What follows belongs to an exercise in optimizing a design on an open flow for small area and a short achievable clock period; a production flow would make more cautious choices.
In this exercise RTL edits were held to simulation tests only and were not proved equivalent to the original.
No activity file was given, so power comes from the tool's default toggle rates.

### design.v
module gems_quantizer (
    input  wire        clk,
    input  wire        rst,
    input  wire        in_valid,
    input  wire [13:0] fm_raw,
    input  wire [9:0]  psg_div,
    input  wire [6:0]  note_in,
    output reg         out_valid,
    output reg  [6:0]  fm_note,
    output reg  [6:0]  psg_note,
    output reg  [13:0] fm_freq
);
    reg        s1_valid;
    reg [13:0] s1_raw;
    reg [9:0]  s1_div;
    reg [6:0]  s1_note;
    always @(posedge clk) begin
        if (rst)
            s1_valid <= 1'b0;
        else
            s1_valid <= in_valid;
        s1_raw  <= fm_raw;
        s1_div  <= psg_div;
        s1_note <= note_in;
    end
    wire [6:0] fm_note_c;
    wire fm_new_n22, fm_new_n23, fm_new_n24, fm_new_n25, fm_new_n26, fm_new_n27, fm_new_n28, fm_new_n29;
    wire fm_new_n30, fm_new_n31, fm_new_n32, fm_new_n33, fm_new_n34, fm_new_n35, fm_new_n36, fm_new_n37;
    wire fm_new_n38, fm_new_n39, fm_new_n40, fm_new_n41, fm_new_n42, fm_new_n43, fm_new_n44, fm_new_n45;
    wire fm_new_n46, fm_new_n47, fm_new_n48, fm_new_n49, fm_new_n50, fm_new_n51, fm_new_n52, fm_new_n53;
    wire fm_new_n54, fm_new_n55, fm_new_n56, fm_new_n57, fm_new_n58, fm_new_n59, fm_new_n60, fm_new_n61;
    wire fm_new_n62, fm_new_n63, fm_new_n64, fm_new_n65, fm_new_n66, fm_new_n67, fm_new_n68, fm_new_n69;
    wire fm_new_n70, fm_new_n71, fm_new_n72, fm_new_n73, fm_new_n74, fm_new_n75, fm_new_n76, fm_new_n77;
    wire fm_new_n78, fm_new_n79, fm_new_n80, fm_new_n81, fm_new_n82, fm_new_n83, fm_new_n84, fm_new_n85;
    wire fm_new_n86, fm_new_n87, fm_new_n88, fm_new_n89, fm_new_n90, fm_new_n91, fm_new_n92, fm_new_n93;
    wire fm_new_n94, fm_new_n95, fm_new_n96, fm_new_n97, fm_new_n98, fm_new_n99, fm_new_n100, fm_new_n101;
    wire fm_new_n102, fm_new_n103, fm_new_n104, fm_new_n105, fm_new_n106, fm_new_n107, fm_new_n108, fm_new_n109;
    wire fm_new_n110, fm_new_n111, fm_new_n112, fm_new_n113, fm_new_n114, fm_new_n115, fm_new_n116, fm_new_n117;
    wire fm_new_n118, fm_new_n119, fm_new_n120, fm_new_n121, fm_new_n122, fm_new_n123, fm_new_n124, fm_new_n125;
    wire fm_new_n126, fm_new_n127, fm_new_n128, fm_new_n129, fm_new_n130, fm_new_n131, fm_new_n132, fm_new_n133;
    wire fm_new_n134, fm_new_n135, fm_new_n136, fm_new_n137, fm_new_n138, fm_new_n139, fm_new_n140, fm_new_n141;
    wire fm_new_n142, fm_new_n143, fm_new_n144, fm_new_n145, fm_new_n146, fm_new_n147, fm_new_n148, fm_new_n149;
    wire fm_new_n150, fm_new_n151, fm_new_n152, fm_new_n153, fm_new_n154, fm_new_n155, fm_new_n156, fm_new_n157;
    wire fm_new_n158, fm_new_n159, fm_new_n160, fm_new_n161, fm_new_n162, fm_new_n163, fm_new_n164, fm_new_n165;
    wire fm_new_n166, fm_new_n167, fm_new_n168, fm_new_n169, fm_new_n170, fm_new_n171, fm_new_n172, fm_new_n173;
    wire fm_new_n174, fm_new_n175, fm_new_n176, fm_new_n177, fm_new_n178, fm_new_n179, fm_new_n180, fm_new_n181;
    wire fm_new_n182, fm_new_n183, fm_new_n184, fm_new_n185, fm_new_n186, fm_new_n187, fm_new_n188, fm_new_n189;
    wire fm_new_n190, fm_new_n191, fm_new_n192, fm_new_n193, fm_new_n194, fm_new_n195, fm_new_n196, fm_new_n197;
    wire fm_new_n198, fm_new_n199, fm_new_n200, fm_new_n201, fm_new_n202, fm_new_n203, fm_new_n204, fm_new_n205;
    wire fm_new_n206, fm_new_n207, fm_new_n208, fm_new_n209, fm_new_n210, fm_new_n211, fm_new_n212, fm_new_n213;
    wire fm_new_n214, fm_new_n216, fm_new_n217, fm_new_n218, fm_new_n219, fm_new_n220, fm_new_n221, fm_new_n222;
    wire fm_new_n223, fm_new_n224, fm_new_n225, fm_new_n226, fm_new_n228, fm_new_n229, fm_new_n230, fm_new_n231;
    wire fm_new_n232, fm_new_n233, fm_new_n235, fm_new_n236, fm_new_n237, fm_new_n238, fm_new_n239, fm_new_n240;
    wire fm_new_n241, fm_new_n242, fm_new_n243, fm_new_n244, fm_new_n246, fm_new_n247, fm_new_n248, fm_new_n249;
    wire fm_new_n250, fm_new_n251, fm_new_n252, fm_new_n253, fm_new_n255, fm_new_n256, fm_new_n258;
    assign fm_new_n22 = ~s1_raw[5] & ~s1_raw[6];
    assign fm_new_n23 = ~s1_raw[3] & ~s1_raw[4];
    assign fm_new_n24 = fm_new_n22 & fm_new_n23;
    assign fm_new_n25 = s1_raw[13] & ~fm_new_n24;
    assign fm_new_n26 = ~s1_raw[8] & ~s1_raw[10];
    assign fm_new_n27 = ~s1_raw[7] & ~s1_raw[9];
    assign fm_new_n28 = fm_new_n26 & fm_new_n27;
    assign fm_new_n29 = ~fm_new_n25 & fm_new_n28;
    assign fm_new_n30 = ~s1_raw[13] & fm_new_n24;
    assign fm_new_n31 = ~s1_raw[9] & ~s1_raw[10];
    assign fm_new_n32 = fm_new_n22 & ~fm_new_n23;
    assign fm_new_n33 = ~s1_raw[7] & ~s1_raw[8];
    assign fm_new_n34 = ~fm_new_n32 & fm_new_n33;
    assign fm_new_n35 = fm_new_n31 & ~fm_new_n34;
    assign fm_new_n36 = ~s1_raw[12] & fm_new_n35;
    assign fm_new_n37 = s1_raw[2] & ~s1_raw[3];
    assign fm_new_n38 = ~s1_raw[4] & ~fm_new_n37;
    assign fm_new_n39 = ~s1_raw[5] & ~fm_new_n38;
    assign fm_new_n40 = ~s1_raw[6] & ~fm_new_n39;
    assign fm_new_n41 = ~s1_raw[7] & ~fm_new_n40;
    assign fm_new_n42 = fm_new_n26 & ~fm_new_n41;
    assign fm_new_n43 = s1_raw[9] & ~s1_raw[10];
    assign fm_new_n44 = ~fm_new_n42 & ~fm_new_n43;
    assign fm_new_n45 = ~s1_raw[11] & ~fm_new_n44;
    assign fm_new_n46 = s1_raw[12] & ~fm_new_n35;
    assign fm_new_n47 = ~fm_new_n36 & ~fm_new_n46;
    assign fm_new_n48 = fm_new_n45 & fm_new_n47;
    assign fm_new_n49 = ~fm_new_n36 & ~fm_new_n48;
    assign fm_new_n50 = ~fm_new_n30 & fm_new_n49;
    assign fm_new_n51 = fm_new_n29 & ~fm_new_n50;
    assign fm_new_n52 = s1_raw[1] & fm_new_n24;
    assign fm_new_n53 = s1_raw[5] & ~fm_new_n35;
    assign fm_new_n54 = s1_raw[3] & fm_new_n35;
    assign fm_new_n55 = ~fm_new_n53 & ~fm_new_n54;
    assign fm_new_n56 = fm_new_n44 & ~fm_new_n55;
    assign fm_new_n57 = s1_raw[4] & ~fm_new_n35;
    assign fm_new_n58 = s1_raw[2] & fm_new_n35;
    assign fm_new_n59 = ~fm_new_n57 & ~fm_new_n58;
    assign fm_new_n60 = ~fm_new_n44 & ~fm_new_n59;
    assign fm_new_n61 = ~fm_new_n56 & ~fm_new_n60;
    assign fm_new_n62 = ~fm_new_n52 & fm_new_n61;
    assign fm_new_n63 = ~s1_raw[8] & ~fm_new_n62;
    assign fm_new_n64 = fm_new_n27 & ~fm_new_n63;
    assign fm_new_n65 = ~s1_raw[6] & ~s1_raw[10];
    assign fm_new_n66 = ~fm_new_n43 & ~fm_new_n65;
    assign fm_new_n67 = ~s1_raw[8] & ~fm_new_n27;
    assign fm_new_n68 = ~fm_new_n66 & fm_new_n67;
    assign fm_new_n69 = ~s1_raw[9] & s1_raw[10];
    assign fm_new_n70 = ~fm_new_n68 & ~fm_new_n69;
    assign fm_new_n71 = ~fm_new_n64 & fm_new_n70;
    assign fm_new_n72 = s1_raw[0] & fm_new_n24;
    assign fm_new_n73 = ~fm_new_n35 & ~fm_new_n44;
    assign fm_new_n74 = ~s1_raw[3] & fm_new_n73;
    assign fm_new_n75 = fm_new_n44 & fm_new_n59;
    assign fm_new_n76 = ~s1_raw[1] & fm_new_n35;
    assign fm_new_n77 = ~fm_new_n44 & fm_new_n76;
    assign fm_new_n78 = ~fm_new_n75 & ~fm_new_n77;
    assign fm_new_n79 = ~fm_new_n74 & fm_new_n78;
    assign fm_new_n80 = ~fm_new_n72 & ~fm_new_n79;
    assign fm_new_n81 = fm_new_n28 & ~fm_new_n80;
    assign fm_new_n82 = s1_raw[8] & fm_new_n66;
    assign fm_new_n83 = s1_raw[5] & fm_new_n26;
    assign fm_new_n84 = ~fm_new_n43 & ~fm_new_n83;
    assign fm_new_n85 = s1_raw[7] & ~fm_new_n84;
    assign fm_new_n86 = ~fm_new_n82 & ~fm_new_n85;
    assign fm_new_n87 = ~fm_new_n81 & fm_new_n86;
    assign fm_new_n88 = s1_raw[2] & fm_new_n73;
    assign fm_new_n89 = ~fm_new_n35 & fm_new_n44;
    assign fm_new_n90 = s1_raw[3] & fm_new_n89;
    assign fm_new_n91 = ~s1_raw[0] & fm_new_n42;
    assign fm_new_n92 = ~s1_raw[1] & ~fm_new_n42;
    assign fm_new_n93 = ~fm_new_n91 & ~fm_new_n92;
    assign fm_new_n94 = fm_new_n35 & fm_new_n93;
    assign fm_new_n95 = ~fm_new_n90 & ~fm_new_n94;
    assign fm_new_n96 = ~fm_new_n88 & fm_new_n95;
    assign fm_new_n97 = s1_raw[2] & fm_new_n89;
    assign fm_new_n98 = s1_raw[1] & fm_new_n73;
    assign fm_new_n99 = fm_new_n35 & ~fm_new_n42;
    assign fm_new_n100 = s1_raw[0] & fm_new_n99;
    assign fm_new_n101 = ~fm_new_n98 & ~fm_new_n100;
    assign fm_new_n102 = ~fm_new_n97 & fm_new_n101;
    assign fm_new_n103 = ~fm_new_n28 & ~fm_new_n102;
    assign fm_new_n104 = s1_raw[0] & s1_raw[1];
    assign fm_new_n105 = fm_new_n44 & fm_new_n104;
    assign fm_new_n106 = ~fm_new_n103 & ~fm_new_n105;
    assign fm_new_n107 = fm_new_n96 & fm_new_n106;
    assign fm_new_n108 = ~fm_new_n28 & ~fm_new_n107;
    assign fm_new_n109 = ~fm_new_n28 & fm_new_n79;
    assign fm_new_n110 = s1_raw[0] & s1_raw[6];
    assign fm_new_n111 = fm_new_n28 & fm_new_n110;
    assign fm_new_n112 = ~fm_new_n109 & ~fm_new_n111;
    assign fm_new_n113 = ~fm_new_n108 & fm_new_n112;
    assign fm_new_n114 = fm_new_n28 & fm_new_n102;
    assign fm_new_n115 = s1_raw[6] & fm_new_n89;
    assign fm_new_n116 = ~fm_new_n44 & ~fm_new_n55;
    assign fm_new_n117 = s1_raw[4] & fm_new_n99;
    assign fm_new_n118 = ~fm_new_n116 & ~fm_new_n117;
    assign fm_new_n119 = ~fm_new_n115 & fm_new_n118;
    assign fm_new_n120 = ~fm_new_n114 & ~fm_new_n119;
    assign fm_new_n121 = fm_new_n28 & ~fm_new_n96;
    assign fm_new_n122 = ~s1_raw[7] & s1_raw[10];
    assign fm_new_n123 = ~fm_new_n31 & ~fm_new_n65;
    assign fm_new_n124 = ~fm_new_n122 & fm_new_n123;
    assign fm_new_n125 = ~s1_raw[4] & fm_new_n42;
    assign fm_new_n126 = ~s1_raw[5] & ~fm_new_n42;
    assign fm_new_n127 = fm_new_n35 & ~fm_new_n126;
    assign fm_new_n128 = ~fm_new_n125 & fm_new_n127;
    assign fm_new_n129 = ~fm_new_n124 & ~fm_new_n128;
    assign fm_new_n130 = ~fm_new_n121 & fm_new_n129;
    assign fm_new_n131 = ~fm_new_n28 & ~fm_new_n61;
    assign fm_new_n132 = ~fm_new_n22 & fm_new_n28;
    assign fm_new_n133 = fm_new_n93 & fm_new_n132;
    assign fm_new_n134 = ~fm_new_n131 & ~fm_new_n133;
    assign fm_new_n135 = ~fm_new_n130 & ~fm_new_n134;
    assign fm_new_n136 = fm_new_n120 & fm_new_n135;
    assign fm_new_n137 = ~fm_new_n113 & fm_new_n136;
    assign fm_new_n138 = fm_new_n87 & ~fm_new_n137;
    assign fm_new_n139 = ~fm_new_n71 & fm_new_n138;
    assign fm_new_n140 = s1_raw[11] & fm_new_n44;
    assign fm_new_n141 = ~fm_new_n45 & ~fm_new_n140;
    assign fm_new_n142 = ~fm_new_n45 & ~fm_new_n47;
    assign fm_new_n143 = ~fm_new_n48 & ~fm_new_n142;
    assign fm_new_n144 = ~fm_new_n141 & ~fm_new_n143;
    assign fm_new_n145 = ~fm_new_n139 & fm_new_n144;
    assign fm_new_n146 = ~fm_new_n51 & fm_new_n145;
    assign fm_new_n147 = s1_raw[13] & ~fm_new_n28;
    assign fm_new_n148 = ~fm_new_n49 & ~fm_new_n147;
    assign fm_new_n149 = ~fm_new_n29 & ~fm_new_n148;
    assign fm_new_n150 = ~fm_new_n146 & ~fm_new_n149;
    assign fm_new_n151 = fm_new_n49 & fm_new_n147;
    assign fm_new_n152 = fm_new_n145 & fm_new_n151;
    assign fm_new_n153 = ~s1_raw[0] & ~s1_raw[1];
    assign fm_new_n154 = ~fm_new_n35 & ~fm_new_n153;
    assign fm_new_n155 = fm_new_n102 & ~fm_new_n154;
    assign fm_new_n156 = fm_new_n112 & fm_new_n155;
    assign fm_new_n157 = ~fm_new_n28 & ~fm_new_n96;
    assign fm_new_n158 = fm_new_n112 & ~fm_new_n157;
    assign fm_new_n159 = ~fm_new_n134 & ~fm_new_n158;
    assign fm_new_n160 = ~fm_new_n156 & fm_new_n159;
    assign fm_new_n161 = fm_new_n87 & ~fm_new_n120;
    assign fm_new_n162 = fm_new_n130 & fm_new_n161;
    assign fm_new_n163 = ~fm_new_n160 & fm_new_n162;
    assign fm_new_n164 = fm_new_n71 & ~fm_new_n163;
    assign fm_new_n165 = fm_new_n120 & fm_new_n160;
    assign fm_new_n166 = ~fm_new_n96 & ~fm_new_n112;
    assign fm_new_n167 = s1_raw[9] & fm_new_n104;
    assign fm_new_n168 = s1_raw[2] & s1_raw[10];
    assign fm_new_n169 = ~fm_new_n153 & fm_new_n168;
    assign fm_new_n170 = ~fm_new_n167 & ~fm_new_n169;
    assign fm_new_n171 = fm_new_n166 & ~fm_new_n170;
    assign fm_new_n172 = fm_new_n165 & fm_new_n171;
    assign fm_new_n173 = fm_new_n130 & ~fm_new_n172;
    assign fm_new_n174 = ~fm_new_n87 & fm_new_n120;
    assign fm_new_n175 = s1_raw[1] & s1_raw[2];
    assign fm_new_n176 = ~fm_new_n91 & fm_new_n175;
    assign fm_new_n177 = ~fm_new_n79 & ~fm_new_n176;
    assign fm_new_n178 = ~fm_new_n87 & ~fm_new_n177;
    assign fm_new_n179 = fm_new_n160 & fm_new_n178;
    assign fm_new_n180 = ~fm_new_n174 & ~fm_new_n179;
    assign fm_new_n181 = fm_new_n173 & ~fm_new_n180;
    assign fm_new_n182 = ~fm_new_n130 & fm_new_n174;
    assign fm_new_n183 = fm_new_n96 & fm_new_n155;
    assign fm_new_n184 = fm_new_n109 & ~fm_new_n183;
    assign fm_new_n185 = fm_new_n134 & ~fm_new_n184;
    assign fm_new_n186 = fm_new_n182 & ~fm_new_n185;
    assign fm_new_n187 = ~fm_new_n181 & ~fm_new_n186;
    assign fm_new_n188 = ~fm_new_n106 & fm_new_n166;
    assign fm_new_n189 = fm_new_n134 & ~fm_new_n188;
    assign fm_new_n190 = fm_new_n120 & ~fm_new_n189;
    assign fm_new_n191 = fm_new_n130 & ~fm_new_n190;
    assign fm_new_n192 = fm_new_n187 & ~fm_new_n191;
    assign fm_new_n193 = ~fm_new_n164 & ~fm_new_n192;
    assign fm_new_n194 = fm_new_n113 & fm_new_n134;
    assign fm_new_n195 = fm_new_n182 & ~fm_new_n194;
    assign fm_new_n196 = fm_new_n134 & fm_new_n161;
    assign fm_new_n197 = ~s1_raw[10] & fm_new_n104;
    assign fm_new_n198 = ~fm_new_n175 & ~fm_new_n197;
    assign fm_new_n199 = fm_new_n158 & fm_new_n198;
    assign fm_new_n200 = fm_new_n196 & fm_new_n199;
    assign fm_new_n201 = fm_new_n79 & ~fm_new_n107;
    assign fm_new_n202 = fm_new_n134 & ~fm_new_n201;
    assign fm_new_n203 = fm_new_n174 & ~fm_new_n202;
    assign fm_new_n204 = ~fm_new_n130 & ~fm_new_n165;
    assign fm_new_n205 = ~fm_new_n203 & ~fm_new_n204;
    assign fm_new_n206 = ~fm_new_n200 & ~fm_new_n205;
    assign fm_new_n207 = ~fm_new_n195 & fm_new_n206;
    assign fm_new_n208 = ~fm_new_n193 & ~fm_new_n207;
    assign fm_new_n209 = ~fm_new_n171 & fm_new_n196;
    assign fm_new_n210 = fm_new_n138 & ~fm_new_n209;
    assign fm_new_n211 = ~fm_new_n71 & ~fm_new_n210;
    assign fm_new_n212 = fm_new_n187 & fm_new_n211;
    assign fm_new_n213 = ~fm_new_n208 & ~fm_new_n212;
    assign fm_new_n214 = ~fm_new_n152 & ~fm_new_n213;
    assign fm_note_c[0] = ~fm_new_n150 & ~fm_new_n214;
    assign fm_new_n216 = ~fm_new_n87 & ~fm_new_n173;
    assign fm_new_n217 = ~fm_new_n71 & ~fm_new_n216;
    assign fm_new_n218 = fm_new_n71 & fm_new_n195;
    assign fm_new_n219 = ~fm_new_n130 & fm_new_n165;
    assign fm_new_n220 = fm_new_n87 & ~fm_new_n219;
    assign fm_new_n221 = ~fm_new_n218 & ~fm_new_n220;
    assign fm_new_n222 = ~fm_new_n163 & ~fm_new_n221;
    assign fm_new_n223 = ~fm_new_n217 & ~fm_new_n222;
    assign fm_new_n224 = fm_new_n139 & ~fm_new_n191;
    assign fm_new_n225 = ~fm_new_n223 & ~fm_new_n224;
    assign fm_new_n226 = ~fm_new_n150 & ~fm_new_n225;
    assign fm_note_c[1] = fm_new_n152 | fm_new_n226;
    assign fm_new_n228 = fm_new_n164 & ~fm_new_n195;
    assign fm_new_n229 = ~fm_new_n139 & ~fm_new_n228;
    assign fm_new_n230 = fm_new_n141 & ~fm_new_n229;
    assign fm_new_n231 = ~fm_new_n141 & fm_new_n229;
    assign fm_new_n232 = ~fm_new_n230 & ~fm_new_n231;
    assign fm_new_n233 = ~fm_new_n150 & fm_new_n232;
    assign fm_note_c[2] = fm_new_n152 | fm_new_n233;
    assign fm_new_n235 = ~fm_new_n45 & fm_new_n229;
    assign fm_new_n236 = ~fm_new_n140 & ~fm_new_n229;
    assign fm_new_n237 = ~fm_new_n235 & ~fm_new_n236;
    assign fm_new_n238 = fm_new_n47 & ~fm_new_n164;
    assign fm_new_n239 = ~fm_new_n47 & fm_new_n164;
    assign fm_new_n240 = ~fm_new_n238 & ~fm_new_n239;
    assign fm_new_n241 = ~fm_new_n237 & fm_new_n240;
    assign fm_new_n242 = fm_new_n237 & ~fm_new_n240;
    assign fm_new_n243 = ~fm_new_n150 & ~fm_new_n242;
    assign fm_new_n244 = ~fm_new_n241 & fm_new_n243;
    assign fm_note_c[3] = fm_new_n152 | fm_new_n244;
    assign fm_new_n246 = ~fm_new_n141 & fm_new_n218;
    assign fm_new_n247 = fm_new_n143 & ~fm_new_n246;
    assign fm_new_n248 = fm_new_n141 & ~fm_new_n164;
    assign fm_new_n249 = fm_new_n247 & ~fm_new_n248;
    assign fm_new_n250 = fm_new_n151 & ~fm_new_n249;
    assign fm_new_n251 = ~fm_new_n145 & ~fm_new_n249;
    assign fm_new_n252 = fm_new_n149 & ~fm_new_n151;
    assign fm_new_n253 = ~fm_new_n251 & fm_new_n252;
    assign fm_note_c[4] = fm_new_n250 | fm_new_n253;
    assign fm_new_n255 = ~fm_new_n151 & fm_new_n247;
    assign fm_new_n256 = fm_new_n47 & fm_new_n248;
    assign fm_note_c[6] = fm_new_n151 & ~fm_new_n256;
    assign fm_new_n258 = fm_new_n149 & ~fm_note_c[6];
    assign fm_note_c[5] = ~fm_new_n255 & fm_new_n258;
    wire [5:0] ps_k;
    wire ps_new_n17, ps_new_n18, ps_new_n19, ps_new_n20, ps_new_n21, ps_new_n22, ps_new_n23, ps_new_n24;
    wire ps_new_n25, ps_new_n26, ps_new_n27, ps_new_n28, ps_new_n29, ps_new_n30, ps_new_n31, ps_new_n32;
    wire ps_new_n33, ps_new_n34, ps_new_n35, ps_new_n36, ps_new_n37, ps_new_n38, ps_new_n39, ps_new_n40;
    wire ps_new_n41, ps_new_n42, ps_new_n43, ps_new_n44, ps_new_n45, ps_new_n46, ps_new_n47, ps_new_n48;
    wire ps_new_n49, ps_new_n50, ps_new_n51, ps_new_n52, ps_new_n53, ps_new_n54, ps_new_n55, ps_new_n56;
    wire ps_new_n57, ps_new_n58, ps_new_n59, ps_new_n60, ps_new_n61, ps_new_n62, ps_new_n63, ps_new_n64;
    wire ps_new_n65, ps_new_n66, ps_new_n67, ps_new_n68, ps_new_n69, ps_new_n70, ps_new_n71, ps_new_n72;
    wire ps_new_n73, ps_new_n74, ps_new_n75, ps_new_n76, ps_new_n77, ps_new_n78, ps_new_n79, ps_new_n80;
    wire ps_new_n81, ps_new_n82, ps_new_n83, ps_new_n84, ps_new_n85, ps_new_n86, ps_new_n87, ps_new_n88;
    wire ps_new_n89, ps_new_n90, ps_new_n91, ps_new_n93, ps_new_n94, ps_new_n95, ps_new_n96, ps_new_n97;
    wire ps_new_n98, ps_new_n99, ps_new_n100, ps_new_n101, ps_new_n102, ps_new_n103, ps_new_n104, ps_new_n105;
    wire ps_new_n106, ps_new_n107, ps_new_n108, ps_new_n109, ps_new_n110, ps_new_n111, ps_new_n112, ps_new_n113;
    wire ps_new_n114, ps_new_n115, ps_new_n116, ps_new_n117, ps_new_n118, ps_new_n119, ps_new_n120, ps_new_n121;
    wire ps_new_n122, ps_new_n123, ps_new_n124, ps_new_n125, ps_new_n126, ps_new_n127, ps_new_n128, ps_new_n129;
    wire ps_new_n130, ps_new_n131, ps_new_n132, ps_new_n133, ps_new_n134, ps_new_n135, ps_new_n136, ps_new_n137;
    wire ps_new_n138, ps_new_n139, ps_new_n140, ps_new_n141, ps_new_n142, ps_new_n143, ps_new_n144, ps_new_n145;
    wire ps_new_n146, ps_new_n147, ps_new_n148, ps_new_n149, ps_new_n150, ps_new_n151, ps_new_n152, ps_new_n153;
    wire ps_new_n154, ps_new_n155, ps_new_n156, ps_new_n157, ps_new_n158, ps_new_n159, ps_new_n160, ps_new_n161;
    wire ps_new_n162, ps_new_n163, ps_new_n164, ps_new_n165, ps_new_n166, ps_new_n167, ps_new_n168, ps_new_n169;
    wire ps_new_n170, ps_new_n171, ps_new_n172, ps_new_n173, ps_new_n174, ps_new_n175, ps_new_n176, ps_new_n177;
    wire ps_new_n178, ps_new_n179, ps_new_n180, ps_new_n181, ps_new_n182, ps_new_n183, ps_new_n184, ps_new_n185;
    wire ps_new_n186, ps_new_n187, ps_new_n188, ps_new_n189, ps_new_n190, ps_new_n191, ps_new_n192, ps_new_n193;
    wire ps_new_n194, ps_new_n195, ps_new_n196, ps_new_n197, ps_new_n198, ps_new_n199, ps_new_n200, ps_new_n201;
    wire ps_new_n202, ps_new_n203, ps_new_n204, ps_new_n205, ps_new_n206, ps_new_n207, ps_new_n208, ps_new_n209;
    wire ps_new_n210, ps_new_n211, ps_new_n213, ps_new_n214, ps_new_n215, ps_new_n216, ps_new_n217, ps_new_n218;
    wire ps_new_n219, ps_new_n220, ps_new_n221, ps_new_n222, ps_new_n223, ps_new_n224, ps_new_n225, ps_new_n226;
    wire ps_new_n227, ps_new_n228, ps_new_n229, ps_new_n230, ps_new_n231, ps_new_n232, ps_new_n233, ps_new_n234;
    wire ps_new_n235, ps_new_n236, ps_new_n237, ps_new_n238, ps_new_n239, ps_new_n240, ps_new_n241, ps_new_n242;
    wire ps_new_n243, ps_new_n244, ps_new_n246, ps_new_n247, ps_new_n248, ps_new_n249, ps_new_n250, ps_new_n251;
    wire ps_new_n252, ps_new_n253, ps_new_n254, ps_new_n256, ps_new_n257, ps_new_n258, ps_new_n259, ps_new_n260;
    wire ps_new_n261, ps_new_n263, ps_new_n264;
    assign ps_new_n17 = s1_div[8] & s1_div[9];
    assign ps_new_n18 = ~s1_div[5] & ~s1_div[6];
    assign ps_new_n19 = ps_new_n17 & ~ps_new_n18;
    assign ps_new_n20 = ~s1_div[2] & ~s1_div[3];
    assign ps_new_n21 = ~s1_div[0] & ~s1_div[1];
    assign ps_new_n22 = ps_new_n20 & ~ps_new_n21;
    assign ps_new_n23 = s1_div[4] & ~ps_new_n20;
    assign ps_new_n24 = ~ps_new_n22 & ~ps_new_n23;
    assign ps_new_n25 = s1_div[1] & s1_div[2];
    assign ps_new_n26 = ~s1_div[3] & ~s1_div[4];
    assign ps_new_n27 = ~ps_new_n25 & ps_new_n26;
    assign ps_new_n28 = s1_div[8] & ~ps_new_n27;
    assign ps_new_n29 = ~ps_new_n24 & ps_new_n28;
    assign ps_new_n30 = s1_div[9] & ps_new_n29;
    assign ps_new_n31 = ~ps_new_n19 & ~ps_new_n30;
    assign ps_new_n32 = s1_div[5] & s1_div[6];
    assign ps_new_n33 = s1_div[3] & ps_new_n25;
    assign ps_new_n34 = ~s1_div[4] & ~ps_new_n33;
    assign ps_new_n35 = ps_new_n32 & ~ps_new_n34;
    assign ps_new_n36 = s1_div[2] & s1_div[3];
    assign ps_new_n37 = ~ps_new_n20 & ~ps_new_n36;
    assign ps_new_n38 = ps_new_n35 & ~ps_new_n37;
    assign ps_new_n39 = s1_div[3] & s1_div[4];
    assign ps_new_n40 = ~s1_div[1] & ps_new_n20;
    assign ps_new_n41 = s1_div[5] & ps_new_n40;
    assign ps_new_n42 = ~ps_new_n39 & ~ps_new_n41;
    assign ps_new_n43 = s1_div[6] & ~ps_new_n42;
    assign ps_new_n44 = ~ps_new_n35 & ~ps_new_n43;
    assign ps_new_n45 = s1_div[4] & ps_new_n36;
    assign ps_new_n46 = ~s1_div[5] & ~ps_new_n45;
    assign ps_new_n47 = ~ps_new_n21 & ~ps_new_n46;
    assign ps_new_n48 = s1_div[5] & ps_new_n45;
    assign ps_new_n49 = s1_div[1] & ps_new_n48;
    assign ps_new_n50 = ~s1_div[6] & ~ps_new_n49;
    assign ps_new_n51 = ps_new_n47 & ~ps_new_n50;
    assign ps_new_n52 = s1_div[4] & s1_div[5];
    assign ps_new_n53 = ~s1_div[3] & ps_new_n21;
    assign ps_new_n54 = s1_div[0] & s1_div[1];
    assign ps_new_n55 = s1_div[2] & ~ps_new_n54;
    assign ps_new_n56 = ~ps_new_n53 & ~ps_new_n55;
    assign ps_new_n57 = ps_new_n52 & ~ps_new_n56;
    assign ps_new_n58 = s1_div[3] & ps_new_n54;
    assign ps_new_n59 = s1_div[5] & ps_new_n58;
    assign ps_new_n60 = ~s1_div[4] & ~ps_new_n36;
    assign ps_new_n61 = ~ps_new_n45 & ~ps_new_n60;
    assign ps_new_n62 = ~ps_new_n54 & ~ps_new_n61;
    assign ps_new_n63 = ~ps_new_n59 & ~ps_new_n62;
    assign ps_new_n64 = ps_new_n47 & ~ps_new_n63;
    assign ps_new_n65 = ~ps_new_n57 & ~ps_new_n64;
    assign ps_new_n66 = ~ps_new_n20 & ~ps_new_n53;
    assign ps_new_n67 = ~s1_div[5] & s1_div[6];
    assign ps_new_n68 = ~s1_div[4] & ps_new_n67;
    assign ps_new_n69 = ~ps_new_n66 & ps_new_n68;
    assign ps_new_n70 = ~s1_div[1] & ~s1_div[2];
    assign ps_new_n71 = s1_div[3] & ~ps_new_n70;
    assign ps_new_n72 = ~ps_new_n25 & ps_new_n71;
    assign ps_new_n73 = ~s1_div[4] & ~ps_new_n72;
    assign ps_new_n74 = ~s1_div[0] & ps_new_n20;
    assign ps_new_n75 = ~ps_new_n73 & ~ps_new_n74;
    assign ps_new_n76 = ~ps_new_n69 & ~ps_new_n75;
    assign ps_new_n77 = s1_div[6] & ~ps_new_n40;
    assign ps_new_n78 = ~ps_new_n76 & ps_new_n77;
    assign ps_new_n79 = ps_new_n65 & ~ps_new_n78;
    assign ps_new_n80 = ~ps_new_n51 & ~ps_new_n79;
    assign ps_new_n81 = ~ps_new_n44 & ~ps_new_n80;
    assign ps_new_n82 = s1_div[3] & ps_new_n32;
    assign ps_new_n83 = ps_new_n44 & ps_new_n80;
    assign ps_new_n84 = ~ps_new_n82 & ~ps_new_n83;
    assign ps_new_n85 = ~ps_new_n81 & ps_new_n84;
    assign ps_new_n86 = ~ps_new_n38 & ~ps_new_n85;
    assign ps_new_n87 = s1_div[2] & ps_new_n59;
    assign ps_new_n88 = ~ps_new_n52 & ~ps_new_n87;
    assign ps_new_n89 = ~s1_div[6] & ps_new_n88;
    assign ps_new_n90 = s1_div[7] & ~ps_new_n89;
    assign ps_new_n91 = ~s1_div[8] & ~s1_div[9];
    assign ps_k[5] = ~ps_new_n90 & ps_new_n91;
    assign ps_new_n93 = ps_new_n20 & ~ps_new_n54;
    assign ps_new_n94 = s1_div[7] & ~ps_new_n93;
    assign ps_new_n95 = ps_k[5] & ~ps_new_n94;
    assign ps_new_n96 = ~ps_new_n86 & ps_new_n95;
    assign ps_new_n97 = ~s1_div[2] & ps_new_n21;
    assign ps_new_n98 = s1_div[3] & ~ps_new_n97;
    assign ps_new_n99 = ps_new_n32 & ~ps_new_n98;
    assign ps_new_n100 = ~ps_new_n20 & ps_new_n67;
    assign ps_new_n101 = ~ps_new_n99 & ~ps_new_n100;
    assign ps_new_n102 = s1_div[7] & ~ps_new_n101;
    assign ps_new_n103 = ~s1_div[4] & ps_new_n102;
    assign ps_new_n104 = ps_new_n52 & ps_new_n98;
    assign ps_new_n105 = ~s1_div[6] & ~ps_new_n104;
    assign ps_new_n106 = s1_div[4] & ~ps_new_n36;
    assign ps_new_n107 = s1_div[5] & ps_new_n66;
    assign ps_new_n108 = ~ps_new_n106 & ~ps_new_n107;
    assign ps_new_n109 = ~s1_div[7] & ~ps_new_n35;
    assign ps_new_n110 = s1_div[2] & ps_new_n54;
    assign ps_new_n111 = ~s1_div[3] & ~ps_new_n110;
    assign ps_new_n112 = s1_div[4] & ~ps_new_n111;
    assign ps_new_n113 = ~ps_new_n60 & ~ps_new_n112;
    assign ps_new_n114 = ~ps_new_n93 & ~ps_new_n113;
    assign ps_new_n115 = ~s1_div[6] & ~ps_new_n114;
    assign ps_new_n116 = ps_new_n109 & ~ps_new_n115;
    assign ps_new_n117 = ~s1_div[7] & ~ps_new_n116;
    assign ps_new_n118 = ~ps_new_n58 & ps_new_n60;
    assign ps_new_n119 = s1_div[7] & ~ps_new_n118;
    assign ps_new_n120 = ~s1_div[5] & ~ps_new_n119;
    assign ps_new_n121 = ~ps_new_n69 & ps_new_n120;
    assign ps_new_n122 = ps_new_n44 & ps_new_n121;
    assign ps_new_n123 = ~ps_new_n117 & ~ps_new_n122;
    assign ps_new_n124 = ps_new_n108 & ps_new_n123;
    assign ps_new_n125 = ps_k[5] & ~ps_new_n124;
    assign ps_new_n126 = ps_new_n105 & ~ps_new_n125;
    assign ps_new_n127 = ~ps_new_n103 & ~ps_new_n126;
    assign ps_new_n128 = ~ps_new_n96 & ps_new_n127;
    assign ps_new_n129 = ~ps_new_n28 & ~ps_new_n128;
    assign ps_new_n130 = ps_new_n29 & ~ps_new_n109;
    assign ps_new_n131 = ps_new_n78 & ps_new_n130;
    assign ps_new_n132 = s1_div[5] & ~s1_div[6];
    assign ps_new_n133 = ~ps_new_n112 & ps_new_n132;
    assign ps_new_n134 = s1_div[4] & ps_new_n66;
    assign ps_new_n135 = ~s1_div[6] & ~s1_div[7];
    assign ps_new_n136 = ps_new_n39 & ps_new_n110;
    assign ps_new_n137 = ps_new_n135 & ~ps_new_n136;
    assign ps_new_n138 = ~s1_div[5] & ps_new_n137;
    assign ps_new_n139 = ~ps_new_n134 & ps_new_n138;
    assign ps_new_n140 = s1_div[8] & ~ps_new_n139;
    assign ps_new_n141 = ~ps_new_n133 & ps_new_n140;
    assign ps_new_n142 = s1_div[7] & s1_div[8];
    assign ps_new_n143 = ~ps_new_n105 & ps_new_n142;
    assign ps_new_n144 = ~s1_div[9] & ~ps_new_n143;
    assign ps_new_n145 = s1_div[6] & s1_div[7];
    assign ps_new_n146 = ~ps_new_n46 & ps_new_n145;
    assign ps_new_n147 = ps_new_n112 & ps_new_n146;
    assign ps_new_n148 = ps_new_n144 & ~ps_new_n147;
    assign ps_new_n149 = ~ps_new_n141 & ps_new_n148;
    assign ps_new_n150 = ~ps_new_n131 & ~ps_new_n149;
    assign ps_new_n151 = ~ps_new_n129 & ~ps_new_n150;
    assign ps_new_n152 = ~ps_new_n130 & ~ps_new_n142;
    assign ps_new_n153 = s1_div[9] & ~ps_new_n152;
    assign ps_new_n154 = ~s1_div[5] & ps_new_n21;
    assign ps_new_n155 = ps_new_n146 & ~ps_new_n154;
    assign ps_new_n156 = ps_new_n153 & ~ps_new_n155;
    assign ps_new_n157 = ps_new_n25 & ps_new_n39;
    assign ps_new_n158 = ps_new_n67 & ~ps_new_n157;
    assign ps_new_n159 = ~ps_new_n52 & ~ps_new_n158;
    assign ps_new_n160 = ps_new_n116 & ~ps_new_n159;
    assign ps_new_n161 = ps_new_n140 & ~ps_new_n160;
    assign ps_new_n162 = ~s1_div[5] & ps_new_n66;
    assign ps_new_n163 = ps_new_n34 & ps_new_n162;
    assign ps_new_n164 = ps_new_n44 & ~ps_new_n163;
    assign ps_new_n165 = ~s1_div[7] & ~ps_new_n48;
    assign ps_new_n166 = ~ps_new_n164 & ps_new_n165;
    assign ps_new_n167 = ps_new_n46 & ps_new_n119;
    assign ps_new_n168 = ps_new_n55 & ~ps_new_n72;
    assign ps_new_n169 = ~ps_new_n22 & ~ps_new_n168;
    assign ps_new_n170 = ps_new_n52 & ~ps_new_n169;
    assign ps_new_n171 = ~s1_div[2] & ps_new_n54;
    assign ps_new_n172 = s1_div[5] & ~ps_new_n55;
    assign ps_new_n173 = ~ps_new_n171 & ps_new_n172;
    assign ps_new_n174 = ~s1_div[3] & ~ps_new_n173;
    assign ps_new_n175 = ps_new_n60 & ~ps_new_n174;
    assign ps_new_n176 = ps_new_n137 & ~ps_new_n175;
    assign ps_new_n177 = ~ps_new_n170 & ps_new_n176;
    assign ps_new_n178 = ~ps_new_n167 & ~ps_new_n177;
    assign ps_new_n179 = ~ps_new_n166 & ps_new_n178;
    assign ps_new_n180 = ~ps_k[5] & ~ps_new_n102;
    assign ps_new_n181 = ps_new_n179 & ps_new_n180;
    assign ps_new_n182 = ps_k[5] & ~ps_new_n179;
    assign ps_new_n183 = ~ps_new_n146 & ~ps_new_n182;
    assign ps_new_n184 = ~ps_new_n181 & ps_new_n183;
    assign ps_new_n185 = ~ps_new_n108 & ps_new_n147;
    assign ps_new_n186 = ~s1_div[8] & ~ps_new_n185;
    assign ps_new_n187 = ~ps_new_n184 & ps_new_n186;
    assign ps_new_n188 = ~ps_new_n161 & ~ps_new_n187;
    assign ps_new_n189 = ~s1_div[4] & ~ps_new_n98;
    assign ps_new_n190 = ~s1_div[5] & ps_new_n189;
    assign ps_new_n191 = ps_new_n105 & ps_new_n142;
    assign ps_new_n192 = ~ps_new_n190 & ps_new_n191;
    assign ps_new_n193 = ps_new_n35 & ps_new_n142;
    assign ps_new_n194 = ~s1_div[9] & ~ps_new_n193;
    assign ps_new_n195 = ~ps_new_n192 & ps_new_n194;
    assign ps_new_n196 = ~ps_new_n188 & ps_new_n195;
    assign ps_new_n197 = s1_div[7] & s1_div[9];
    assign ps_new_n198 = ~ps_new_n65 & ps_new_n104;
    assign ps_new_n199 = ~s1_div[6] & ~ps_new_n198;
    assign ps_new_n200 = ps_new_n197 & ~ps_new_n199;
    assign ps_new_n201 = ~ps_new_n17 & ~ps_new_n200;
    assign ps_new_n202 = s1_div[5] & ~ps_new_n118;
    assign ps_new_n203 = ps_new_n135 & ~ps_new_n202;
    assign ps_new_n204 = s1_div[9] & ~ps_new_n203;
    assign ps_new_n205 = s1_div[6] & ~s1_div[7];
    assign ps_new_n206 = ps_new_n88 & ps_new_n205;
    assign ps_new_n207 = ~ps_new_n135 & ~ps_new_n206;
    assign ps_new_n208 = ps_new_n204 & ~ps_new_n207;
    assign ps_new_n209 = ps_new_n201 & ~ps_new_n208;
    assign ps_new_n210 = ~ps_new_n196 & ps_new_n209;
    assign ps_new_n211 = ps_new_n31 & ~ps_new_n210;
    assign ps_k[1] = ps_new_n156 | ps_new_n211;
    assign ps_new_n213 = ~s1_div[6] & ~ps_new_n52;
    assign ps_new_n214 = ~ps_new_n32 & ~ps_new_n213;
    assign ps_new_n215 = ps_k[1] & ps_new_n214;
    assign ps_new_n216 = ~s1_div[5] & ~ps_new_n189;
    assign ps_new_n217 = ps_new_n142 & ~ps_new_n216;
    assign ps_new_n218 = ~s1_div[4] & ~ps_new_n71;
    assign ps_new_n219 = s1_div[8] & ps_new_n67;
    assign ps_new_n220 = ~ps_new_n218 & ps_new_n219;
    assign ps_new_n221 = ~ps_new_n217 & ~ps_new_n220;
    assign ps_new_n222 = ~ps_new_n215 & ~ps_new_n221;
    assign ps_new_n223 = ~ps_new_n151 & ~ps_new_n222;
    assign ps_new_n224 = ~s1_div[5] & ps_new_n60;
    assign ps_new_n225 = ~ps_new_n194 & ~ps_new_n224;
    assign ps_new_n226 = ~s1_div[5] & ~ps_new_n23;
    assign ps_new_n227 = s1_div[7] & ~ps_new_n226;
    assign ps_new_n228 = ps_new_n199 & ps_new_n227;
    assign ps_new_n229 = ps_new_n204 & ~ps_new_n206;
    assign ps_new_n230 = ~ps_new_n228 & ps_new_n229;
    assign ps_new_n231 = ps_new_n225 & ~ps_new_n230;
    assign ps_new_n232 = ps_new_n223 & ps_new_n231;
    assign ps_new_n233 = ~ps_new_n223 & ~ps_new_n225;
    assign ps_new_n234 = ps_new_n32 & ps_new_n197;
    assign ps_new_n235 = ~ps_new_n108 & ps_new_n234;
    assign ps_new_n236 = ~ps_new_n17 & ~ps_new_n235;
    assign ps_new_n237 = ~ps_new_n233 & ps_new_n236;
    assign ps_new_n238 = ~ps_new_n232 & ps_new_n237;
    assign ps_new_n239 = ps_new_n31 & ~ps_new_n238;
    assign ps_new_n240 = ps_new_n19 & ~ps_new_n137;
    assign ps_new_n241 = ~ps_new_n239 & ~ps_new_n240;
    assign ps_new_n242 = ps_new_n66 & ~ps_new_n230;
    assign ps_new_n243 = ps_new_n153 & ~ps_new_n242;
    assign ps_new_n244 = ~ps_new_n215 & ps_new_n243;
    assign ps_k[0] = ps_new_n241 | ps_new_n244;
    assign ps_new_n246 = ps_k[5] & ps_new_n123;
    assign ps_new_n247 = ~s1_div[8] & ~ps_new_n146;
    assign ps_new_n248 = ~ps_new_n246 & ps_new_n247;
    assign ps_new_n249 = ~ps_new_n135 & ~ps_new_n160;
    assign ps_new_n250 = ps_new_n140 & ~ps_new_n249;
    assign ps_new_n251 = ps_new_n144 & ~ps_new_n250;
    assign ps_new_n252 = ~ps_new_n248 & ps_new_n251;
    assign ps_new_n253 = ~ps_new_n204 & ~ps_new_n252;
    assign ps_new_n254 = ps_new_n201 & ~ps_new_n253;
    assign ps_k[2] = ~ps_new_n153 & ~ps_new_n254;
    assign ps_new_n256 = ~ps_new_n60 & ps_new_n132;
    assign ps_new_n257 = ~ps_new_n69 & ~ps_new_n256;
    assign ps_new_n258 = ps_new_n109 & ps_new_n257;
    assign ps_new_n259 = ps_k[5] & ~ps_new_n258;
    assign ps_new_n260 = ~ps_new_n140 & ~ps_new_n259;
    assign ps_new_n261 = ps_new_n144 & ~ps_new_n260;
    assign ps_k[3] = ps_new_n201 & ~ps_new_n261;
    assign ps_new_n263 = ~ps_new_n69 & ~ps_new_n135;
    assign ps_new_n264 = ps_k[5] & ps_new_n263;
    assign ps_k[4] = ps_new_n144 & ~ps_new_n264;
    wire [13:0] fm_freq_c;
    wire ff_new_n22, ff_new_n23, ff_new_n24, ff_new_n26, ff_new_n27, ff_new_n28, ff_new_n29, ff_new_n30;
    wire ff_new_n31, ff_new_n32, ff_new_n34, ff_new_n35, ff_new_n36, ff_new_n37, ff_new_n38, ff_new_n39;
    wire ff_new_n41, ff_new_n42, ff_new_n43, ff_new_n44, ff_new_n45, ff_new_n46, ff_new_n47, ff_new_n48;
    wire ff_new_n49, ff_new_n50, ff_new_n51, ff_new_n53, ff_new_n58, ff_new_n59, ff_new_n60, ff_new_n62;
    wire ff_new_n63, ff_new_n65, ff_new_n66, ff_new_n68;
    assign ff_new_n22 = s1_note[6] & ~s1_note[5];
    assign ff_new_n23 = ~s1_note[6] & s1_note[5];
    assign ff_new_n24 = s1_note[4] & ff_new_n23;
    assign fm_freq_c[13] = ff_new_n22 | ff_new_n24;
    assign ff_new_n26 = ~s1_note[4] & ff_new_n23;
    assign ff_new_n27 = s1_note[4] & ff_new_n22;
    assign ff_new_n28 = ~ff_new_n26 & ~ff_new_n27;
    assign ff_new_n29 = ~s1_note[4] & ff_new_n22;
    assign ff_new_n30 = s1_note[4] & ~fm_freq_c[13];
    assign ff_new_n31 = ~ff_new_n29 & ~ff_new_n30;
    assign ff_new_n32 = s1_note[3] & ~ff_new_n31;
    assign fm_freq_c[12] = ~ff_new_n28 | ff_new_n32;
    assign ff_new_n34 = s1_note[3] & ~ff_new_n28;
    assign ff_new_n35 = ~s1_note[3] & ~ff_new_n31;
    assign ff_new_n36 = ~ff_new_n34 & ~ff_new_n35;
    assign ff_new_n37 = ~s1_note[3] & ff_new_n28;
    assign ff_new_n38 = ff_new_n31 & ~ff_new_n37;
    assign ff_new_n39 = s1_note[2] & ff_new_n38;
    assign fm_freq_c[11] = ~ff_new_n36 | ff_new_n39;
    assign ff_new_n41 = ~ff_new_n34 & ff_new_n38;
    assign ff_new_n42 = ~s1_note[2] & ~ff_new_n41;
    assign ff_new_n43 = s1_note[2] & ff_new_n36;
    assign ff_new_n44 = ~ff_new_n42 & ~ff_new_n43;
    assign ff_new_n45 = ~ff_new_n39 & ~ff_new_n42;
    assign ff_new_n46 = ff_new_n36 & ~ff_new_n45;
    assign ff_new_n47 = s1_note[0] & ~ff_new_n46;
    assign ff_new_n48 = ~ff_new_n44 & ~ff_new_n46;
    assign ff_new_n49 = ~s1_note[0] & ~ff_new_n48;
    assign ff_new_n50 = s1_note[1] & ~ff_new_n49;
    assign ff_new_n51 = ~s1_note[1] & ff_new_n49;
    assign fm_freq_c[2] = ff_new_n50 | ff_new_n51;
    assign ff_new_n53 = ~s1_note[0] & ~fm_freq_c[2];
    assign fm_freq_c[0] = ff_new_n47 | ff_new_n53;
    assign fm_freq_c[10] = ff_new_n44 & fm_freq_c[0];
    assign fm_freq_c[8] = ~ff_new_n46 & ~fm_freq_c[10];
    assign fm_freq_c[7] = ff_new_n46 | fm_freq_c[2];
    assign ff_new_n58 = ~s1_note[1] & ff_new_n47;
    assign ff_new_n59 = s1_note[1] & ff_new_n46;
    assign ff_new_n60 = ~ff_new_n44 & ~ff_new_n59;
    assign fm_freq_c[4] = ff_new_n58 | ~ff_new_n60;
    assign ff_new_n62 = ~ff_new_n47 & fm_freq_c[4];
    assign ff_new_n63 = s1_note[0] & ff_new_n48;
    assign fm_freq_c[6] = ff_new_n62 | ff_new_n63;
    assign ff_new_n65 = ~s1_note[0] & ff_new_n46;
    assign ff_new_n66 = ff_new_n48 & ~ff_new_n53;
    assign fm_freq_c[5] = ~ff_new_n65 & ~ff_new_n66;
    assign ff_new_n68 = ff_new_n47 & ~fm_freq_c[4];
    assign fm_freq_c[3] = ~ff_new_n65 & ~ff_new_n68;
    assign fm_freq_c[1] = ff_new_n59 | fm_freq_c[3];
    assign fm_freq_c[9] = ~fm_freq_c[10];
    always @(posedge clk) begin
        if (rst)
            out_valid <= 1'b0;
        else
            out_valid <= s1_valid;
        fm_note  <= fm_note_c;
        psg_note <= {ps_k[5], ~ps_k[5], ps_k[4:0]};
        fm_freq  <= fm_freq_c;
    end
endmodule
### flow/run.sh
#!/bin/bash
# Standard ORFS layout (the standard.sh) with two changes to how the
# layout is made: the port buffers use a small plain buffer instead of the
# delay buffer the resizer picks by default, and CTS inserts no dummy loads.
set -euo pipefail
export BUFFER_PORTS_ARGS="-buffer_cell sky130_fd_sc_hd__buf_1"
export CTS_ARGS="-sink_clustering_enable -repair_clock_nets -dont_use_dummy_load"
bash standard.sh > standard_make.log 2>&1
### standard.sh
#!/bin/bash
# synth_recipe.tcl (not shown) runs the flow's synth.tcl, then flattens the netlist and writes it again
# the make line also repeats each setting of config.mk as NAME=value (left out here)
make -C /OpenROAD-flow-scripts/flow DESIGN_CONFIG=/design/flow/config.mk WORK_HOME=/design/flow/orfs CLKGATE_MAP_FILE= SYNTH_SCRIPT=/design/flow/synth_recipe.tcl "${@:-finish}"
### config.mk
export PLATFORM = sky130hd
export DESIGN_NAME = gems_quantizer
export DESIGN_NICKNAME = gems_quantizer
export VERILOG_FILES = /design/flow/design.v
export SDC_FILE = /design/flow/constraint.sdc
export NUM_CORES = 4
export LEC_CHECK = 0
export ABC_AREA = 1
export CAP_MARGIN = 20
export CORE_MARGIN = 2
export CORE_UTILIZATION = 60
export SLEW_MARGIN = 20
### constraint.sdc
create_clock -name core_clock -period 25.0 [get_ports {clk}]
set_input_delay 5.0000 -clock core_clock [delete_from_list [all_inputs] [get_ports {clk}]]
set_output_delay 5.0000 -clock core_clock [all_outputs]
set_load 0.01 [all_outputs]
==> results of run 1 <==
-- final cells by class --
class | count | area (sq um)
tap | 75 | 93.8
inverter | 96 | 365
sequential | 61 | 1220
timing repair buffer | 62 | 233
clock buffer | 9 | 124
multi-input combinational | 403 | 2110
fill | 533 | 1840
-- cells in the mapped netlist, types with 4 or more instances --
cell type  instances  area share, %
a31oi_1            4           0.67
a21oi_1           28            3.7
nand3_1           46            6.2
ha_1               8            2.7
nand2_4            4            1.2
o21ai_0           29            3.9
o21bai_1           4           0.80
nor3_1             4           0.54
nand4_1            9            1.5
nor2_1            45            4.5
dfxtp_1           61             33
nand2_2           21            3.5
nand2_1          149             15
inv_1             81            8.1
o21ai_2            4           0.94
inv_2             11            1.1
nand3_2            6            1.6
o21ai_1           11            1.5
-- layer usage --
layer	global-route usage [%]	vias to the layer above	wire [microns]
met4	17.1	0	411
met3	5.17	46	684
met2	49.2	194	4650
met5	0	-	0
li1	-	1947	-
met1	32.4	1726	3810
-- layout by cell type (no fill, tap or decap), types with 3 or more instances in the layout --
cell | netlist | layout
nand3_1 | 46 | 46
o21ai_4 | 3 | 3
a21oi_1 | 28 | 28
o21ai_0 | 29 | 29
nor2_1 | 45 | 45
ha_1 | 8 | 8
o21ai_2 | 4 | 4
a21oi_2 | 3 | 3
nor3_1 | 4 | 4
inv_2 | 11 | 11
nand2_1 | 149 | 149
a31oi_1 | 4 | 4
nand4_1 | 9 | 9
o21ai_1 | 11 | 11
nand2_2 | 21 | 21
buf_1 | 0 | 62
dfxtp_1 | 61 | 61
o211ai_1 | 3 | 3
o22ai_1 | 3 | 3
nand3_2 | 6 | 6
inv_1 | 81 | 81
nand2_4 | 4 | 4
o21bai_1 | 4 | 4
clkbuf_8 | 0 | 9
-- metrics by stage --
stage	cell area (sq um)	cells
after floorplan	3740	567
after global placement	4020	697
after detailed placement	4020	697
after CTS	4150	706
after global routing	4150	706
final	4150	706
-- power by group --
part	switching [mW]	internal [mW]	leakage, nW
sequential	0.00570	0.107	0.513
clock	0.0351	0.0320	0.0647
combinational	0.0462	0.0235	1.51
total	0.0870	0.163	2.08
-- worst min-delay path, stage by stage (launching register included) --
cell	delay [ps]
dfxtp_1	290
inv_1	40
nor2_1	30
-- final timing paths --
kind / start / end / slack, ps / cells past startpoint
max: fm_freq[0]$_DFF_P_ / fm_freq[0] / 19180 / 1
min: s1_valid$_SDFF_PP0_ / out_valid$_SDFF_PP0_ / 380 / 2
max reg2reg: s1_div[6]$_DFF_P_ / psg_note[0]$_DFF_P_ / 22260 / 17
min reg2reg: s1_valid$_SDFF_PP0_ / out_valid$_SDFF_PP0_ / 380 / 2
-- state kept, by name, indices dropped and copies added (netlist names) --
register   count
s1_valid       1
s1_div        10
fm_note        7
s1_raw        14
s1_note        7
fm_freq       14
out_valid      1
psg_note       7
-- cell families after synthesis --
family / share of synthesized area, %
AOI/OAI and AO/OA: 16.1
xor gates and xnor gates: 0.468
adders and majority gates: 3.21
buffers and inverters: 10.9
DFF: 32.6
and+or+nand+nor: 36.7
==> results.ini, run 1 <==
[critical_path]
crit_path_max_incr_delay_ps = 330
critical_path_class = flop to output pin
cp_top_family = flip-flops
worstPathArrival_ps = 820
path_cells = buf_1
cp_slowest_cell = dfxtp_1
crit_fanout = 1
end_kind = output pin
critical_path_buf_inv_count = 1
setup.worst_path.start_class = flop
required_ps = 20000

[clock_network]
h-tree-depth = 3
clock-sinks = 61
postCtsSetupBuffers = 0
path_clk_slew_ps = 70
cts_buffers = 9
cts_max_path_buffers = 2
postCtsHoldBufs = 0
cts_resized = 0
clock-root-buffer = clkbuf_8
cts_tree = done
clkLatencyLatePin_ps = 350

[logic_synthesis]
syn_nets = 610
ys_seq_elements = 61
async_flop_share_pct = 0
synth_edf_count = 0
synth_area_sq_um = 3740
ys_warn_count = 1
synth_ff_type = dfxtp_1
syn-mean-instance-area_sq_um = 6.60
ys_types = 41
ys_seq_area_share_pct = 32.6
synth_cells = 567

[sta]
hold_viol = 0
slew_viol_final = 0
finClkSkew_ps = 23.8
fin_crit_sh_pct = 23.3
slew-limit-headroom_pct = 63.3
finalWorstSetupSlack_ps = 19180
rsz0062_at_grt = no
fmax_mhz = 172
tightest_slew_ps = 549
hold_slack_ps = 385
period_needed_ps = 5820
setup_tns_ps = 0
finalSetupViolCount = 0

[global_routing]
grt_pass1_vias = 3770
grt_overflow = 0
grt_pass1_wl_microns = 16100
gr-usage-all-layers_pct = 28.4
grt_antenna_before_repair = 0
grt_start_max_net_pins = 16

[floorplan]
die_w_microns = 83.0
row_count = 28
start_util_pct = 62.4
dieHeight_microns = 83.0
coreArea_sq_um = 5990
io_pins = 63
dieArea_sq_um = 6880

[placed_design]
io_buffers = 62
hpwl_microns = 7460
gp_congestion = 0.944
pre_cts_ws_ps = 19540

[job]
drv_cap = 0

[final_layout]
layout-drive-gt1-share_pct = 11.4
fin_nets = 676
fin_util_pct = 69.2
antenna_cells = 0
area_growth_pct = 10.9

[drt]
routedWlPerCell_microns = 13.5
drtIter0Drc = 178
viasPerCell = 5.54
drt_wl_total_microns = 9550
antenna_left = 0
num_vias = 3913
first_pass_iters = 5
remaining_drc_errors = 0

[power_and_ir_drop]
max-vdd-ir-drop_v = 0.0000494
p_per_area_nw_per_um2 = 60.2
total_power_uw = 250
p_leak_nw = 2.08

[worst_hold_path]
hold_class = flop to flop

[status]
outcome = timing/DRC/antenna clean

==> run 2, diff against run 1 <==
==> flow/run.sh (replaced) <==
#!/bin/bash
# Standard ORFS layout (the standard.sh) with these changes to how the
# layout is made:
#  - after the standard synthesis, its combinational logic is re-mapped to
#    standard cells with an area-oriented ABC script (flow/remap.ys); the
#    flip-flops stay as the standard synthesis made them;
#  - the port buffers use a small plain buffer instead of the delay buffer
#    the resizer picks by default;
#  - CTS inserts no dummy loads.
# Each tool's output goes to a log file of its own in this folder.
set -euo pipefail
R=$PWD/orfs/results/$FLOW_PLATFORM/gems_quantizer/base
export BUFFER_PORTS_ARGS="-buffer_cell sky130_fd_sc_hd__buf_1"
export CTS_ARGS="-sink_clustering_enable -repair_clock_nets -dont_use_dummy_load"

bash standard.sh $R/1_2_yosys.v > log_std_synth.log 2>&1

mkdir -p remap
LIB=$FLOW_HOME/platforms/$FLOW_PLATFORM/lib/sky130_fd_sc_hd__tt_025C_1v80.lib
cp $LIB remap/full.lib
python3 flow/libsplit.py $LIB remap/map.lib remap/comb.lib > log_libsplit.log 2>&1
cp $R/1_2_yosys.v remap/1_2_yosys.std.v
${YOSYS_EXE:-$FLOW_HOME/../tools/install/yosys/bin/yosys} -s flow/remap.ys > log_remap_yosys.log 2>&1
cp remap/1_2_yosys.v $R/1_2_yosys.v
touch $R/1_2_yosys.v

bash standard.sh > log_std_layout.log 2>&1
==> flow/libsplit.py (new file) <==
#!/usr/bin/env python3
"""Split the platform liberty file for the re-mapping step.

usage: libsplit.py LIB OUT_MAP OUT_COMB
OUT_MAP : the library without the platform's don't-use cells (lpflow, probe),
          which ABC maps to.
OUT_COMB: only the combinational cells of OUT_MAP, which Yosys reads as logic
          so that the standard synthesis netlist can be flattened back to gates.
"""
import re, sys

src = open(sys.argv[1]).read()
pat = re.compile(r'\n\s*cell\s*\(\s*"?([A-Za-z0-9_]+)"?\s*\)\s*\{')
head = None
idx = 0
keep, comb = [], []
while True:
    m = pat.search(src, idx)
    if not m:
        tail = src[idx:]
        break
    if head is None:
        head = src[:m.start()]
    j = m.end()
    depth = 1
    while depth:
        c = src[j]
        if c == '{':
            depth += 1
        elif c == '}':
            depth -= 1
        j += 1
    name = m.group(1)
    body = src[m.start():j]
    idx = j
    if 'lpflow' in name or 'probe' in name:
        continue
    keep.append(body)
    if not re.search(r'\b(ff|latch|statetable)\s*\(', body):
        comb.append(body)
open(sys.argv[2], 'w').write(head + ''.join(keep) + tail)
open(sys.argv[3], 'w').write(head + ''.join(comb) + '\n}\n')
==> flow/remap.abc (new file) <==
strash
dc2
dch -f
amap
topo
==> flow/remap.ys (new file) <==
# Re-map the combinational logic of the standard synthesis netlist with an
# area-oriented ABC script. The flip-flops (cells of the liberty read with
# -lib) are kept as they are, with their names and cell types; the other
# cells are read as their logic function and flattened.
read_liberty -lib remap/full.lib
read_liberty -overwrite remap/comb.lib
read_verilog remap/1_2_yosys.std.v
hierarchy -top gems_quantizer
rename -hide gems_quantizer/c:* gems_quantizer/t:*__df* %d
flatten
opt
abc -liberty remap/map.lib -script flow/remap.abc
splitnets
opt_clean -purge
hilomap -singleton -hicell sky130_fd_sc_hd__conb_1 HI -locell sky130_fd_sc_hd__conb_1 LO
insbuf -buf sky130_fd_sc_hd__buf_4 A X
tee -o remap/stat.txt stat -liberty remap/full.lib
write_verilog -noattr -noexpr -nohex -nodec remap/1_2_yosys.v
design -reset
read_liberty -lib remap/full.lib
read_verilog remap/1_2_yosys.v
hierarchy -top gems_quantizer
check -assert -mapped
==> run 2 against run 1 <==
Effect of this change:
- sequential power about the same
- still clean on timing, DRC and antenna
- register-to-register slack got worse by 2100 ps
- critical endpoint is now fm_freq[5]
- combinational power decreased by 21%
- count of clock-buffer cells in the layout unchanged
- critical path depth unchanged
- power decreased by 8.4%
- non-clock buffer count unchanged
- global-route usage increased by 1.4 points
- synthesized cell count decreased by 24%
- core utilization increased by 3.2 points
==> results.ini, run 2 <==
[floorplan]
start_util_pct = 63.2  ; was 62.4%
dieHeight_microns = 75.3  ; was 83.0 microns
die_w_microns = 75.3  ; was 83.0 microns
row_count = 25  ; was 28
coreArea_sq_um = 4820  ; was 5990 sq um
io_pins = 63  ; unchanged
dieArea_sq_um = 5660  ; was 6880 sq um

[clock_network]
cts_tree = done  ; unchanged
cts_buffers = 9  ; unchanged
h-tree-depth = 3  ; unchanged
postCtsHoldBufs = 0  ; unchanged
cts_resized = 0  ; unchanged
clkLatencyLatePin_ps = 350  ; about the same
path_clk_slew_ps = 80  ; was 70 ps
clock-root-buffer = clkbuf_8  ; unchanged
postCtsSetupBuffers = 0  ; unchanged
cts_max_path_buffers = 2  ; unchanged
clock-sinks = 61  ; unchanged

[sta]
rsz0062_at_grt = no  ; unchanged
slew-limit-headroom_pct = 43.5  ; was 63.3%
setup_tns_ps = 0  ; unchanged
fmax_mhz = 171  ; was 172 MHz
hold_viol = 0  ; unchanged
tightest_slew_ps = 843  ; was 549 ps
finalSetupViolCount = 0  ; unchanged
fin_crit_sh_pct = 23.3  ; about the same
finClkSkew_ps = 25.9  ; was 23.8 ps
period_needed_ps = 5830  ; was 5820 ps
hold_slack_ps = 451  ; was 385 ps
slew_viol_final = 0  ; unchanged

[critical_path]
crit_path_max_incr_delay_ps = 320  ; was 330 ps
worstReg2RegEnd = fm_note[3]$_DFF_P_  ; was psg_note[0]$_DFF_P_
critical_path_class = flop to output pin  ; unchanged
setup.worst_path.start_class = flop  ; unchanged
r2r-start = s1_raw[6]$_DFF_P_  ; was s1_div[6]$_DFF_P_
cp_top_family = flip-flops  ; unchanged
crit_fanout = 1  ; unchanged
cp_slowest_cell = dfxtp_1  ; unchanged
path_cells = buf_1  ; unchanged
rrSetupSlack_ps = 20120  ; was 22260 ps
worst-path-stages = 1  ; unchanged
worstPathArrival_ps = 830  ; was 820 ps
rr_worst_depth = 18  ; was 17
required_ps = 20000  ; about the same
critical_path_buf_inv_count = 1  ; unchanged
end_kind = output pin  ; unchanged

[worst_hold_path]
hold_class = flop to flop  ; unchanged
min_from = s1_valid$_SDFF_PP0_  ; unchanged
min_to = out_valid$_SDFF_PP0_  ; unchanged
holdPathStages = 1  ; was 2

[drt]
num_vias = 3377  ; was 3913
drtIter0Drc = 235  ; was 178
antenna_left = 0  ; unchanged
first_pass_iters = 5  ; unchanged
remaining_drc_errors = 0  ; unchanged
viasPerCell = 5.95  ; was 5.54
routedWlPerCell_microns = 13.8  ; was 13.5 microns
drt_wl_total_microns = 7850  ; was 9550 microns

[placed_design]
io_buffers = 62  ; unchanged
gp_congestion = 1.01  ; was 0.944
placed_area_sq_um = 3360  ; was 4020 sq um
hpwl_microns = 6060  ; was 7460 microns

[global_routing]
grt_pass1_wl_microns = 12700  ; was 16100 microns
grt_antenna_before_repair = 0  ; unchanged
grt_overflow = 0  ; unchanged
grt_pass1_vias = 3012  ; was 3770
gr-usage-all-layers_pct = 29.8  ; was 28.4%
grt_start_max_net_pins = 15  ; was 16

[final_layout]
layout-drive-gt1-share_pct = 1.80  ; was 11.4%
area_growth_pct = 14.5  ; was 10.9%
design_area_sq_um = 3490  ; was 4150 sq um
fin_util_pct = 72.4  ; was 69.2%
fin_nets = 537  ; was 676
antenna_cells = 0  ; unchanged
final_cell_mix = nor2_1 (84), clkinv_1 (65), buf_1 (62)  ; was nand2_1 (149), inv_1 (81), buf_1 (62)
layout_commonest_cell = nor2_1  ; was nand2_1
top_regs = fm_freq (14), s1_raw (14), s1_div (10)  ; unchanged

[status]
outcome = timing/DRC/antenna clean  ; unchanged

[job]
drv_cap = 0  ; unchanged

[power_and_ir_drop]
p_leak_nw = 1.25  ; was 2.08 nW
max-vdd-ir-drop_v = 0.0000532  ; was 0.0000494 V
total_power_uw = 229  ; was 250 uW
p_per_area_nw_per_um2 = 65.6  ; was 60.2 nW/um^2

[logic_synthesis]
synth_cells = 430  ; was 567
synth_area_sq_um = 3050  ; was 3740 sq um
syn_nets = 464  ; was 610
syn-mean-instance-area_sq_um = 7.09  ; was 6.60 sq um
ys_warn_count = 1  ; unchanged

-- run 2: layout make-up --
| cell class | instances | area (sq um) |
|---|---|---|
| clock buffers | 9 | 124 |
| fillers | 404 | 1330 |
| inverters | 65 | 244 |
| multi-input cells | 304 | 1580 |
| flip-flops and latches | 61 | 1220 |
| well taps | 67 | 83.8 |
| repair buffers | 62 | 233 |
-- run 2: how the worst max path moves through the flow --
| stage | start | to | slack (ps) |
|---|---|---|---|
| 2_1_floorplan | fm_freq[0]$_DFF_P_ | fm_freq[0] | 19670 |
| 3_3_place_gp | psg_note[5]$_DFF_P_ | psg_note[5] | 19550 |
| 3_5_place_dp | fm_freq[5]$_DFF_P_ | fm_freq[5] | 19540 |
| 4_1_cts | fm_freq[5]$_DFF_P_ | fm_freq[5] | 19150 |
| 5_1_grt | fm_freq[5]$_DFF_P_ | fm_freq[5] | 19100 |
| 6_report | fm_freq[5]$_DFF_P_ | fm_freq[5] | 19170 |
-- run 2: metrics by stage --
stage,cells,setup WS [ps]
final,568,19170
after global routing,568,19100
after CTS,568,19150
after detailed placement,559,19540
after global placement,559,19550
after floorplan,430,19670
-- run 2: where the power goes --
group | total, mW | leakage (nW) | switching, mW | internal [mW]
Combinational | 0.0547 | 0.675 | 0.0354 | 0.0194
Clock | 0.0617 | 0.0647 | 0.0299 | 0.0317
Sequential | 0.112 | 0.513 | 0.00527 | 0.107
Total | 0.229 | 1.25 | 0.0705 | 0.158
-- run 2: metal layers --
metal  global-route usage [%]  vias up  share of wire (%)
met5                        0        -                  0
met4                     15.0        0                4.2
met3                     9.37       40                9.2
met2                     50.7      200                 48
met1                     33.6     1472                 39
li1                         -     1665                  -

==> static timing again, ports no longer ideal <==
Ports are ideal in the flow. The routed layouts listed here were re-timed in OpenROAD.
Step 1 assumes that a clkbuf_16 drives the clock port and a buf_2 every other input.
Step 2 moves the port delays by t, midway between the first and last clock arrival at a register: inputs arrive t later, outputs are due t later. That takes back most of the time a late clock gives input paths.
Slacks: ideal / step 1 / step 2; pairs: ideal / step 1.
| run | t, ns | setup WS [ns] | worst hold slack (ns) |
|---|---|---|---|
| run 1 | 0.367 | 19.177 / 19.144 / 19.511 | 0.385 / 0.385 / 0.385 |
| run 2 | 0.362 | 19.169 / 19.138 / 19.500 | 0.451 / 0.451 / 0.451 |
After both steps setup and hold are still met in every run listed.
